This design comes from an exercise in tuning for small area on the open sky130 flow, not from production work. Only simulation tests tie the RTL to the original design; equivalence was not proved. Power is estimated from default activity; no workload was simulated.

==> design/flow/constraint.sdc <==
create_clock -name core_clock -period 8.0 [get_ports {clk}]
set_input_delay 1.6000 -clock core_clock [delete_from_list [all_inputs] [get_ports {clk}]]
set_output_delay 1.6000 -clock core_clock [all_outputs]
set_load 0.01 [all_outputs]
==> design/flow/run.sh <==
#!/bin/bash
# synth_recipe.tcl (not shown) runs the flow's synth.tcl, then flattens the netlist and writes it again
# the make line also repeats each setting of config.mk as NAME=value (left out here)
make -C /OpenROAD-flow-scripts/flow DESIGN_CONFIG=/design/flow/config.mk WORK_HOME=/design/flow/orfs CLKGATE_MAP_FILE= SYNTH_SCRIPT=/design/flow/synth_recipe.tcl finish
==> design/flow/config.mk <==
export PLATFORM = sky130hd
export DESIGN_NAME = graphene_core
export DESIGN_NICKNAME = graphene_core
export VERILOG_FILES = /design/flow/design.v
export SDC_FILE = /design/flow/constraint.sdc
export NUM_CORES = 4
export LEC_CHECK = 0
export CAP_MARGIN = 20
export CORE_MARGIN = 2
export CORE_UTILIZATION = 40
export SLEW_MARGIN = 20
==> design/flow/design.v <==
module graphene_core (
    input  wire        clk,
    input  wire        rst,           
    input  wire        rx_valid,
    input  wire [7:0]  rx_data,
    output wire        rx_ready,
    output wire        tx_valid,
    output wire [7:0]  tx_data,
    input  wire        tx_ready,
    output wire        dir,           
    input  wire        sense_in,
    output reg         sense_out,
    output reg         dev_reset,
    output wire        ev_valid,
    output wire [1:0]  ev_kind,       
    output wire [7:0]  ev_time,
    output wire [7:0]  ev_channel,
    output wire [7:0]  ev_id,
    output wire [7:0]  ev_value,
    input  wire        ev_ready,
    input  wire        ans_handled,
    input  wire        ans_reply,
    input  wire [2:0]  ans_len,
    input  wire [31:0] ans_data
);
    localparam [7:0] SYNC      = 8'hE0;
    localparam [7:0] MARK      = 8'hD0;
    localparam [7:0] MASTER    = 8'h00;
    localparam [7:0] BROADCAST = 8'hFF;
    localparam [7:0] UNSET     = 8'hFF;
    localparam integer RX_BUF_CAP = 32;
    localparam integer TX_BUF_CAP = 32;
    localparam [7:0] CMD_RESET            = 8'hF0;
    localparam [7:0] CMD_ASSIGN_ADDR      = 8'hF1;
    localparam [7:0] CMD_READ_ID          = 8'h10;
    localparam [7:0] CMD_GET_CMD_VERSION  = 8'h11;
    localparam [7:0] CMD_GET_JVS_VERSION  = 8'h12;
    localparam [7:0] CMD_GET_COMM_VERSION = 8'h13;
    localparam [7:0] CMD_GET_FEATURES     = 8'h14;
    localparam [7:0] CMD_REQ_RETRANSMIT   = 8'h2F;
    localparam [7:0] CMD_PING             = 8'h70;
    localparam [7:0] CMD_GET_SENSE        = 8'h71;
    localparam [7:0] CMD_INCR             = 8'h72;
    localparam [7:0] CMD_CNTR             = 8'h73;
    localparam [7:0] CMD_NOTE_DOWN        = 8'h74;
    localparam [7:0] CMD_NOTE_UP          = 8'h75;
    localparam [7:0] CMD_LIGHT            = 8'h76;
    localparam [7:0] CMD_CONTROL          = 8'h77;
    localparam [7:0] RESET_CHECK        = 8'hD9;
    localparam [7:0] STATUS_OK          = 8'h01;
    localparam [7:0] STATUS_UNKNOWN_CMD = 8'h02;
    localparam [7:0] STATUS_SUM_ERR     = 8'h03;
    localparam [7:0] STATUS_OVERFLOW    = 8'h04;
    localparam [7:0] REPORT_OK          = 8'h01;
    localparam [7:0] VER_CMD            = 8'h13;
    localparam [7:0] VER_JVS            = 8'h30;
    localparam [7:0] VER_COMM           = 8'h10;
    localparam integer ID_LEN = 2;
    localparam [8*ID_LEN-1:0] ID_STRING = {8'h41, 8'h42};    
    localparam integer NUM_FEAT = 2;
    localparam [32*NUM_FEAT-1:0] FEATURES = {8'h01, 8'h00, 8'h4F, 8'h6C,
                                             8'h04, 8'h00, 8'h00, 8'h00};
    localparam [3:0] S_WAIT     = 4'd0,
                     S_DEST     = 4'd1,
                     S_COUNT    = 4'd2,
                     S_CMD      = 4'd3,
                     S_BODY     = 4'd4,
                     S_SUM      = 4'd5,
                     S_DISPATCH = 4'd6,
                     S_EVENT    = 4'd7,
                     S_TX       = 4'd8;
    reg [3:0]  state;
    reg        mark;                  
    reg [7:0]  id;
    reg [7:0]  cntr;
    reg [7:0]  sum;
    reg        bcast;
    reg [7:0]  count;
    reg [7:0]  cmd;
    reg [7:0]  ptr;
    reg [7:0]  rxbuf [0:RX_BUF_CAP-1];
    reg [7:0]  txbuf [0:TX_BUF_CAP-1];
    reg [7:0]  tlen;
    reg [7:0]  tx_status;
    reg        tx_idpath;             
    reg        tx_assign;             
    reg [7:0]  tx_pos;                
    reg        tx_second;             
    reg [7:0]  tsum;
    integer i;
    wire in_frame = (state == S_DEST) || (state == S_COUNT) || (state == S_CMD) ||
                    (state == S_BODY) || (state == S_SUM);
    assign rx_ready = !rst && ((state == S_WAIT) || in_frame);
    wire pop = rx_valid && rx_ready;
    wire       is_sync  = (rx_data == SYNC);
    wire       dec_byte = pop && in_frame && !is_sync && !(!mark && rx_data == MARK);
    wire [7:0] dec_val  = mark ? rx_data + 8'd1 : rx_data;
    wire [7:0] bodylen = (count >= 8'd2) ? count - 8'd2 : 8'd0;
    function [7:0] body;
        input integer k;
        body = (k < bodylen) ? rxbuf[k] : 8'h00;
    endfunction
    assign ev_valid   = (state == S_EVENT);
    assign ev_kind    = cmd[1:0];          
    assign ev_time    = body(0);
    assign ev_channel = body(1);
    assign ev_id      = body(2);
    assign ev_value   = body(3);
    wire [7:0] tx_last = tlen + 8'd4;   
    reg  [7:0] tx_byte;                 
    reg  [7:0] id_body;
    integer    j;
    always @(*) begin
        id_body = REPORT_OK;
        for (j = 0; j < ID_LEN; j = j + 1)
            if (tx_pos == 8'd5 + j) id_body = ID_STRING[8*(ID_LEN-1-j) +: 8];
        if (tx_pos == 8'd0)
            tx_byte = SYNC;
        else if (tx_pos == 8'd1)
            tx_byte = MASTER;
        else if (tx_pos == 8'd2)
            tx_byte = tlen + 8'd2;
        else if (tx_pos == 8'd3)
            tx_byte = tx_status;
        else if (tx_pos == tx_last)
            tx_byte = tsum;
        else if (tx_idpath)
            tx_byte = id_body;
        else
            tx_byte = txbuf[tx_pos - 8'd4];
    end
    wire tx_raw   = (tx_pos < 8'd2);
    wire tx_stuff = !tx_raw && (tx_byte == SYNC || tx_byte == MARK);
    assign tx_valid = (state == S_TX);
    assign tx_data  = (tx_stuff && !tx_second) ? MARK :
                      (tx_stuff)               ? tx_byte - 8'd1 : tx_byte;
    assign dir      = (state == S_TX);
    wire tx_fire = tx_valid && tx_ready;
    task start_reply;
        input [7:0] status;
        begin
            tx_status <= status;
            tx_pos    <= 8'd0;
            tx_second <= 1'b0;
            tsum      <= MASTER;
            state     <= S_TX;
        end
    endtask
    always @(posedge clk) begin
        dev_reset <= 1'b0;
        if (rst) begin
            state     <= S_WAIT;
            mark      <= 1'b0;
            id        <= UNSET;
            cntr      <= 8'h00;
            sense_out <= 1'b1;
            tx_idpath <= 1'b0;
            tx_assign <= 1'b0;
        end else begin
            case (state)
            S_WAIT: begin
                if (pop && is_sync) begin
                    state <= S_DEST;
                    sum   <= 8'h00;
                    mark  <= 1'b0;
                end
            end
            S_DEST, S_COUNT, S_CMD, S_BODY, S_SUM: begin
                if (pop) begin
                    if (is_sync) begin
                        state <= S_DEST;
                        sum   <= 8'h00;
                        mark  <= 1'b0;
                    end else if (!mark && rx_data == MARK) begin
                        mark <= 1'b1;
                    end else begin
                        mark <= 1'b0;
                        sum  <= sum + dec_val;
                        case (state)
                        S_DEST: begin
                            bcast <= (dec_val == BROADCAST);
                            if (dec_val == MASTER)
                                state <= S_WAIT;
                            else if (dec_val != BROADCAST && dec_val != id)
                                state <= S_WAIT;
                            else
                                state <= S_COUNT;
                        end
                        S_COUNT: begin
                            count <= dec_val;
                            if (dec_val > RX_BUF_CAP) begin
                                if (bcast) begin
                                    state <= S_WAIT;
                                end else begin
                                    tlen      <= 8'd0;
                                    tx_idpath <= 1'b0;
                                    tx_assign <= 1'b0;
                                    start_reply(STATUS_OVERFLOW);
                                end
                            end else begin
                                state <= S_CMD;
                            end
                        end
                        S_CMD: begin
                            cmd <= dec_val;
                            ptr <= 8'd0;
                            if (bodylen == 8'd0)
                                state <= S_SUM;
                            else
                                state <= S_BODY;
                        end
                        S_BODY: begin
                            rxbuf[ptr] <= dec_val;
                            ptr <= ptr + 8'd1;
                            if (ptr + 8'd1 == bodylen)
                                state <= S_SUM;
                        end
                        default: begin  
                            if (dec_val != sum) begin
                                tlen      <= 8'd0;
                                tx_idpath <= 1'b0;
                                tx_assign <= 1'b0;
                                start_reply(STATUS_SUM_ERR);
                            end else begin
                                state <= S_DISPATCH;
                            end
                        end
                        endcase
                    end
                end
            end
            S_DISPATCH: begin
                tlen      <= 8'd0;
                tx_idpath <= 1'b0;
                tx_assign <= 1'b0;
                state     <= S_WAIT;
                case (cmd)
                CMD_RESET: begin
                    if (body(0) == RESET_CHECK) begin
                        id        <= UNSET;
                        sense_out <= 1'b1;
                        dev_reset <= 1'b1;
                    end
                end
                CMD_ASSIGN_ADDR: begin
                    if (sense_in && id == UNSET) begin
                        id        <= body(0);
                        txbuf[0]  <= REPORT_OK;
                        tlen      <= 8'd1;
                        tx_assign <= 1'b1;
                        start_reply(STATUS_OK);
                    end
                end
                CMD_READ_ID: begin
                    tx_idpath <= 1'b1;
                    tlen      <= 8'd1 + ID_LEN;
                    start_reply(STATUS_OK);
                end
                CMD_GET_CMD_VERSION: begin
                    txbuf[0] <= REPORT_OK;
                    txbuf[1] <= VER_CMD;
                    tlen     <= 8'd2;
                    start_reply(STATUS_OK);
                end
                CMD_GET_JVS_VERSION: begin
                    txbuf[0] <= REPORT_OK;
                    txbuf[1] <= VER_JVS;
                    tlen     <= 8'd2;
                    start_reply(STATUS_OK);
                end
                CMD_GET_COMM_VERSION: begin
                    txbuf[0] <= REPORT_OK;
                    txbuf[1] <= VER_COMM;
                    tlen     <= 8'd2;
                    start_reply(STATUS_OK);
                end
                CMD_GET_FEATURES: begin
                    txbuf[0] <= REPORT_OK;
                    for (i = 0; i < 4*NUM_FEAT; i = i + 1)
                        txbuf[1+i] <= FEATURES[8*(4*NUM_FEAT-1-i) +: 8];
                    txbuf[1+4*NUM_FEAT] <= 8'h00;
                    tlen <= 8'd2 + 4*NUM_FEAT;
                    start_reply(STATUS_OK);
                end
                CMD_PING: begin
                    txbuf[0] <= REPORT_OK;
                    tlen     <= 8'd1;
                    start_reply(STATUS_OK);
                end
                CMD_GET_SENSE: begin
                    txbuf[0] <= REPORT_OK;
                    txbuf[1] <= sense_in ? 8'h01 : 8'h00;
                    tlen     <= 8'd2;
                    start_reply(STATUS_OK);
                end
                CMD_INCR: begin
                    cntr <= cntr + 8'd1;
                end
                CMD_CNTR: begin
                    txbuf[0] <= REPORT_OK;
                    txbuf[1] <= cntr;
                    cntr     <= 8'h00;
                    tlen     <= 8'd2;
                    start_reply(STATUS_OK);
                end
                CMD_NOTE_DOWN, CMD_NOTE_UP, CMD_LIGHT, CMD_CONTROL: begin
                    state <= S_EVENT;
                end
                default: begin  
                    if (!bcast)
                        start_reply(STATUS_UNKNOWN_CMD);
                end
                endcase
            end
            S_EVENT: begin
                if (ev_ready) begin
                    state <= S_WAIT;
                    if (cmd == CMD_LIGHT || cmd == CMD_CONTROL) begin
                        if (!ans_handled) begin
                            if (!bcast)
                                start_reply(STATUS_UNKNOWN_CMD);
                        end else if (ans_reply) begin
                            for (i = 0; i < 4; i = i + 1)
                                txbuf[i] <= ans_data[8*i +: 8];
                            tlen <= {5'd0, ans_len};
                            start_reply(STATUS_OK);
                        end
                    end
                end
            end
            S_TX: begin
                if (tx_fire) begin
                    if (tx_stuff && !tx_second) begin
                        tx_second <= 1'b1;
                    end else begin
                        tx_second <= 1'b0;
                        if (tx_pos == tx_last) begin
                            state <= S_WAIT;
                            if (tx_assign)
                                sense_out <= 1'b0;
                        end else begin
                            if (tx_pos >= 8'd2)
                                tsum <= tsum + tx_byte;
                            tx_pos <= tx_pos + 8'd1;
                        end
                    end
                end
            end
            default: state <= S_WAIT;
            endcase
        end
    end
endmodule
==> results.toml <==
[route]
drt-pass1-iter-count = 6
routed_wl_mm = 24.56
antenna_left = 0
avgViaCountPerCell = 5.629
drtIter0Drc = 591
drc = 0
via_count = 7441
wl_per_cell_um = 18.58

[finish]
layout_commonest_cell = "edfxtp_1"
antenna_cells = 0
largestRegisters = "rxbuf x32, txbuf x32"
area_growth_pct = 20.12
fin_util_pct = 48.54
layout.nets = 1106
drive_above_1_share_pct = 5.689
final_cell_mix = "126 x edfxtp_1, 98 x clkdlybuf4s50_1, 97 x nor2_1"
stdcell_count = 1322

[power_and_ir_drop]
pwr-share-seq_pct = 49.2
comb_power_share_pct = 4.0
switchingPower_uw = 411.9
clkPwrFrac_pct = 46.7
ir_worst_vdd_mv = 0.1448
internal_power_uw = 1303
p_sw_share_pct = 24.02
p_leak_uw = 0.003961
p_per_area_nw_per_um2 = 157.5

[sta]
period_needed_ps = 6394
finClkSkew_ps = 12.65
rsz0062_at_grt = "false"
finalSetupTns_ps = 0
fmax_mhz = 156.4
fin_crit_sh_pct = 79.92
tightest_slew_ps = 961.9
hold_viol = 0
setup_viol = 0
slew_viol_final = 0
relSlewSlack_pct = 35.41

[worst_setup_path]
crit_arrival_ps = 4790
crit_type = "reg2out"
critPathLaunchType = "flip-flop"
critPathRequiredTime_ps = 6400
crit_fanout = 23
end_kind = "output port"

[synth]
synth_seq_cells = 151
synth_edf_count = 126
synth-main-ff-cell = "edfxtp_1"
yosysUniqueCellTypes = 74
synth_nets = 1024
yosysSeqAreaShare_pct = 47.26
async_reset_ff_share_pct = 0
syn_area_um2 = 9065
avgSynthCellArea_um2 = 9.623
synth_cells = 942
ys_warn_count = 178

[floorplan]
die_y_um = 154.5
die_w_um = 154.5
coreArea_um2 = 22430
initial_core_util_pct = 40.41
ios = 99
rows = 55
die_area_um2 = 23880

[clock_network]
clk_path_buf_depth = 2
clock_latency_ps = 430
post_cts_buffers = 0
htreeDepth = 4
clock-sinks = 151
hold_buffers = 0
clkTransAtPathRegs_ps = 70
cts-root-buf = "clkbuf_16"
cts_tree = "done"
cts_repair_resize_count = 0
cts-buffers-inserted = 17

[min_path]
hp-class = "reg2reg"

[place]
io_buffers = 98
hpwl_mm = 18.22
place_congestion = 0.8994
placed_cells = 1290

[global_route]
antenna_found_initial = 0
grt_use_total_pct = 20.62
grt_max_degree = 38
gr-total-overflow = 0
grt_pass1_vias = 7048
grt_pass1_wl_mm = 38.60

[job]
cap_viol_max_count = 0

[run_status]
outcome = "finished clean"
## worst max-delay path, stage by stage, from the launching register on
cell	delay (ps)
edfxtp_1	490
inv_1	130
ha_1	660
o31ai_1	190
a221o_1	500
a21oi_1	190
o211a_1	170
o21ai_0	90
a211oi_1	320
ha_1	210
and4b_1	250
nand4b_1	280
nor3_2	230
nor2_1	60
nor2_1	80
clkdlybuf4s50_1	530
## Yosys cell counts, types with 4 or more instances
library cell | count | area, µm²
nand2_1 | 88 | 330.3
a222oi_1 | 5 | 50.05
and2_1 | 28 | 175.2
dfxtp_1 | 25 | 500.5
mux2i_1 | 4 | 40.04
a211oi_1 | 6 | 45.04
xor2_1 | 17 | 148.9
clkbuf_1 | 30 | 112.6
and3_1 | 33 | 206.5
o21bai_1 | 14 | 105.1
o2bb2ai_1 | 4 | 35.03
a22o_1 | 5 | 43.79
ha_1 | 29 | 362.9
buf_2 | 4 | 20.02
a221oi_1 | 5 | 43.79
nor3_1 | 39 | 195.2
inv_1 | 32 | 120.1
or3_1 | 16 | 100.1
nor2b_1 | 24 | 150.1
o22ai_1 | 6 | 37.54
a21o_1 | 11 | 82.58
o31ai_1 | 7 | 52.55
xnor2_1 | 36 | 315.3
nor2_1 | 97 | 364.1
o21a_1 | 5 | 37.54
nand4_1 | 15 | 93.84
or2_2 | 5 | 31.28
edfxtp_1 | 126 | 3784
nand2b_1 | 12 | 75.07
o21ai_0 | 46 | 230.2
nor4_1 | 9 | 56.30
o211ai_1 | 5 | 37.54
a31oi_1 | 14 | 87.58
a22oi_1 | 5 | 37.54
a21oi_1 | 43 | 215.2
nand3_1 | 28 | 140.1
## layer usage
metal	GRT usage [%]	vias to the layer above	share of wire [%]
li1	-	3646	-
met1	29.84	3546	48
met2	31.76	219	46
met3	3.446	30	4.5
met4	6.305	0	1.8
met5	0	-	0
## path summary, 6_finish.rpt
path / start / to / slack, ps / cells after the start
setup / recovery: tx_pos[0] / tx_data[3] / 1610 / 15
hold / removal: sense_out / sense_out / 490 / 2
setup reg to reg: tx_pos[0] / tsum[7] / 3090 / 19
hold reg to reg: sense_out / sense_out / 490 / 2
## area by class of cell
cell class | count | area (µm²)
clock buffers | 17 | 425.4
clock inverters | 15 | 180.2
fillers | 2096 | 11540
inverters | 32 | 120.1
multi-input cells | 714 | 4467
flip-flops and latches | 151 | 4284
well taps | 285 | 356.6
repair buffers | 108 | 1056
## logic make-up (layout without fill, tap and decap cells)
kind of cell | count (synthesis) | count (layout) | share of synthesized area (%)
buffers and inverters | 77 | 172 | 3.644
xor gates and xnor gates | 54 | 54 | 5.369
muxes | 4 | 4 | 0.4417
and+or+nand+nor | 411 | 411 | 22.84
adders and majority gates | 31 | 31 | 4.444
AOI/OAI and AO/OA | 214 | 214 | 16.00
DFF | 151 | 151 | 47.26
## per-stage QoR
stage | hold slack (ps) | total power (µW) | instance area [µm²] | setup WS (ps)
global placement | 475.4 | 930.1 | 10270 | 2211
CTS | 496.2 | 1730 | 10880 | 1584
finish | 488.3 | 1715 | 10890 | 1606
global route | 531.6 | 1765 | 10890 | 1133
floorplan | 456.3 | 889.5 | 9065 | 3219
detailed placement | 484.0 | 930.5 | 10270 | 2047
## power groups by stage
stage / registers [µW] / logic, µW / clock network [µW]
final: 844 / 68.8 / 802
after global routing: 844 / 74.5 / 846
after CTS: 844 / 69.0 / 816
after detailed placement: 862 / 68.6 / 0
after global placement: 862 / 68.2 / 0
after floorplan: 862 / 27.9 / 0

## what the ideal ports hide
No port has a modelled driver above. Below, the same layout with a new extraction and two added sets of constraints.
Step 1: set_driving_cell puts a clkbuf_16 on clk and a buf_2 on each other input, an assumption about the parent block.
Step 2, shift: input delay + t, output delay - t, t = (earliest + latest rising clock arrival at the registers) / 2. This alone moves slack from input paths to output paths.
a / b / c = ideal / step 1 / step 2; a / b = the first two.
t (ns): 0.471
slack for setup (ns): 1.606 / 1.560 / 2.031
worst data-port slew with drivers (ns): 0.06
pins driven straight from the clock port: 1
After both steps setup and hold are still met in this run. For this run, drivers alone change the setup slack by -0.046 ns; drivers and shift together by +0.425 ns.
